Context: an optimization exercise on an open-source flow, tuned for small area, a short achievable clock period and few clock cycles per item. The choices shown serve that exercise and are no tape-out recipe.
Only simulation tests tie the RTL to the original design; equivalence was not proved.
Power is estimated from default activity; no workload was simulated.

==> run A <==
Design fir_engine, start of the top module:
module fir_engine (
    input  wire        clk,
    input  wire        rst,         
    input  wire        in_valid,
    output reg         in_ready,
    input  wire [1:0]  in_op,       
    input  wire [2:0]  in_addr,     
    input  wire [31:0] in_re,
    input  wire [31:0] in_im,
    output reg         out_valid,
    input  wire        out_ready,
    output reg  [31:0] out_re,
    output reg  [31:0] out_im
);
export LEC_CHECK = 0
export CAP_MARGIN = 20
export CORE_MARGIN = 2
export CORE_UTILIZATION = 55
export CTS_BUF_LIST = sky130_fd_sc_hd__clkbuf_8
export PLACE_DENSITY = 0.65
export SLEW_MARGIN = 20
create_clock -name core_clock -period 22.0 [get_ports {clk}]
standard.sh (not shown) runs the stock make flow with config.mk's settings and CLKGATE_MAP_FILE= SYNTH_SCRIPT=/design/flow/synth_recipe.tcl, a recipe that flattens the netlist after the stock synthesis.
==> flow/flow/run.sh <==
#!/bin/bash
# The standard ORFS layout (the standard.sh, standard synthesis unchanged),
# with the timing repair steps aiming for setup slack well beyond the clock
# constraint so the achieved period is pushed down, and clock tree synthesis
# without dummy loads. The SDC is the standard flow's own.
set -euo pipefail
MARGIN=$(cat flow/margin.txt)
CTS="-sink_clustering_enable -repair_clock_nets -dont_use_dummy_load -buf_list sky130_fd_sc_hd__clkbuf_8"
bash standard.sh finish "SETUP_SLACK_MARGIN=$MARGIN" "CTS_ARGS=$CTS" > flow_make.log 2>&1
==> flow/flow/margin.txt <==
15.5
==> inputs of run M, as changes to run A <==
==> flow/flow/run.sh (replaced) <==
#!/bin/bash
# The standard ORFS layout (the standard.sh, standard synthesis unchanged),
# with the timing repair steps aiming for setup slack well beyond the clock
# constraint so the achieved period is pushed down. The SDC is the standard flow's own.
set -euo pipefail
MARGIN=$(cat flow/margin.txt)
bash standard.sh finish SETUP_SLACK_MARGIN=$MARGIN > flow_make.log 2>&1
==> flow/flow/margin.txt (replaced) <==
15
CORE_UTILIZATION = 45   (was 55)
PLACE_DENSITY = 0.55   (was 0.65)
==> run notes <==
Run A finished with timing, DRC and antenna clean. Run M produced a clean layout. Between run A and run M, the lower count of clock-buffer cells in the layout is in run A (gap 74). Register-to-register slack: run M is lower than run A (0.45 ns). Of run A and run M, run M has the higher design area (gap 1.6%, measured against run M). Hold slack: run A is lower than run M (0.021 ns). In run A the via count is larger than in run M, by about 1.5%. Of run A and run M, run A has the higher non-clock buffer count (gap 69). Against run A, the first-iteration DRC count of run M is lower by about 14%. Between run A and run M, the lower critical path depth is in run M (gap 3). Area after synthesis is the same in run A and run M.
Testbench counts of run A, summed over its fixed seeds: cycles 14,532, items 1,536.
Testbench counts of run M, summed over its fixed seeds: cycles 14,532, items 1,536.


==> job 1873 <==
fir_engine again, from the RTL that the note above started with.
Settings: LEC_CHECK=0, CAP_MARGIN=20, CORE_MARGIN=2, CORE_UTILIZATION=45, CTS_BUF_LIST=sky130_fd_sc_hd__clkbuf_8, PLACE_DENSITY=0.55, SLEW_MARGIN=20; clock period 22.0 ns.
==> flow/flow/run.sh <==
#!/bin/bash
# The standard ORFS layout (the standard.sh, standard synthesis unchanged),
# with the timing repair steps aiming for setup slack well beyond the clock
# constraint so the achieved period is pushed down, and clock tree synthesis
# without dummy loads. The SDC is the standard flow's own.
set -euo pipefail
MARGIN=$(cat flow/margin.txt)
CTS="-sink_clustering_enable -repair_clock_nets -dont_use_dummy_load -buf_list sky130_fd_sc_hd__clkbuf_8"
bash standard.sh finish "SETUP_SLACK_MARGIN=$MARGIN" "CTS_ARGS=$CTS" > flow_make.log 2>&1
==> flow/flow/margin.txt <==
16
==> inputs of job 6590, as changes to job 1873 <==
==> flow/flow/margin.txt (replaced) <==
15.5
==> notes <==
Wire length: job 6590 is lower than job 1873 (about 2%). Fmax: job 6590 is lower than job 1873 (about 4.5%). Cell count: job 6590 is lower than job 1873 (about 1.4%). In job 1873 the first-iteration DRC count is smaller than in job 6590, by 2.4%. In die area, job 1873 and job 6590 do not differ. Combinational power: job 6590 is lower than job 1873 (12%). Clock skew: job 1873 is lower than job 6590 (0.013 ns). Against job 6590, the register-to-register slack of job 1873 is better by 0.38 ns. Global-route usage: job 1873 is higher than job 6590 (0.57 points). Worst hold slack: job 1873 is lower than job 6590 (0.033 ns).
==> figures <==
metric                                                                     job 6590               job 1873
Outcome                                                    timing/DRC/antenna clean  timing/DRC/antenna clean
Worst r2r src                                                 lane[1].u_lane.mb[15]  lane[0].u_lane.aa[30]
Share of cells above drive strength 1                                        17.54%                 21.55%
Worst path setup slack after routing                                       15.62 ns               15.91 ns
End point of the critical path                                           out_re[29]               in_ready
Share of the cycle needed by the critical path after routing                 29.00%                 27.68%
Seq power                                                                 0.00586 W              0.00590 W
Length in cells of the worst reg-to-reg path                                     13                     28
Sequential cell area                                                     62,110 µm²             62,190 µm²
Area of combinational cells with multiple inputs                         83,910 µm²             85,630 µm²
Largest net degree at the start of global routing                               132                    134
Worst skew pair latency                                                     1.08 ns                1.09 ns
Fraction of power consumed by combinational cells                             43.9%                  47.1%
Plain + repair buffers                                                          544                    786
Pint                                                                     0.009478 W             0.009996 W
Worst IR Drop VDD                                                        0.09534 mV              0.1034 mV
End of the worst hold path                                     lane[1].u_lane.ml[2]   lane[1].u_lane.df[1]
First-pass GRT wire length                                                 751.5 mm               765.1 mm
Metal1 wirelength                                                          211.6 mm               215.8 mm
Inverter count of the layout excluding clock inverters                          773                    774
TritonCTS Buffers                                                               406                    396
Initial DRC Count                                                            12,035                 11,741
Testbench counts of job 1873, summed over its fixed seeds: cycles 14,532, items 1,536.
Testbench counts of job 6590, summed over its fixed seeds: cycles 14,532, items 1,536.

static timing again, ports no longer ideal:
In the flow no input, the clock included, has a driving cell. The finished layouts below were timed again as built, in two steps. Step 1, drivers: a clkbuf_16 drives clk and a buf_2 each remaining input, both assumed. Step 2 times the ports against the registers' clock, not the clock port: input delays grow and output delays shrink by t, the midpoint of the rising clock arrivals with the driver on. Three values: ideal, step 1, step 2; two values: the first two.
| run | shift t [ns] | setup slack, ns | hold slack, ns |
|---|---|---|---|
| run A | 1.075 | 15.621 / 15.543 / 14.710 | 0.269 / 0.269 / 0.269 |
| run M | 1.163 | 15.170 / 15.170 / 14.137 | 0.290 / 0.290 / 0.290 |
| job 1873 | 1.135 | 15.911 / 15.810 / 14.950 | 0.246 / 0.246 / 0.246 |
| job 6590 | 1.114 | 15.621 / 15.526 / 15.039 | 0.279 / 0.279 / 0.279 |
After both steps every run listed still meets setup and hold. For run M, which loses most, drivers alone change the setup slack by 0.000 ns; drivers and shift together by -1.033 ns.
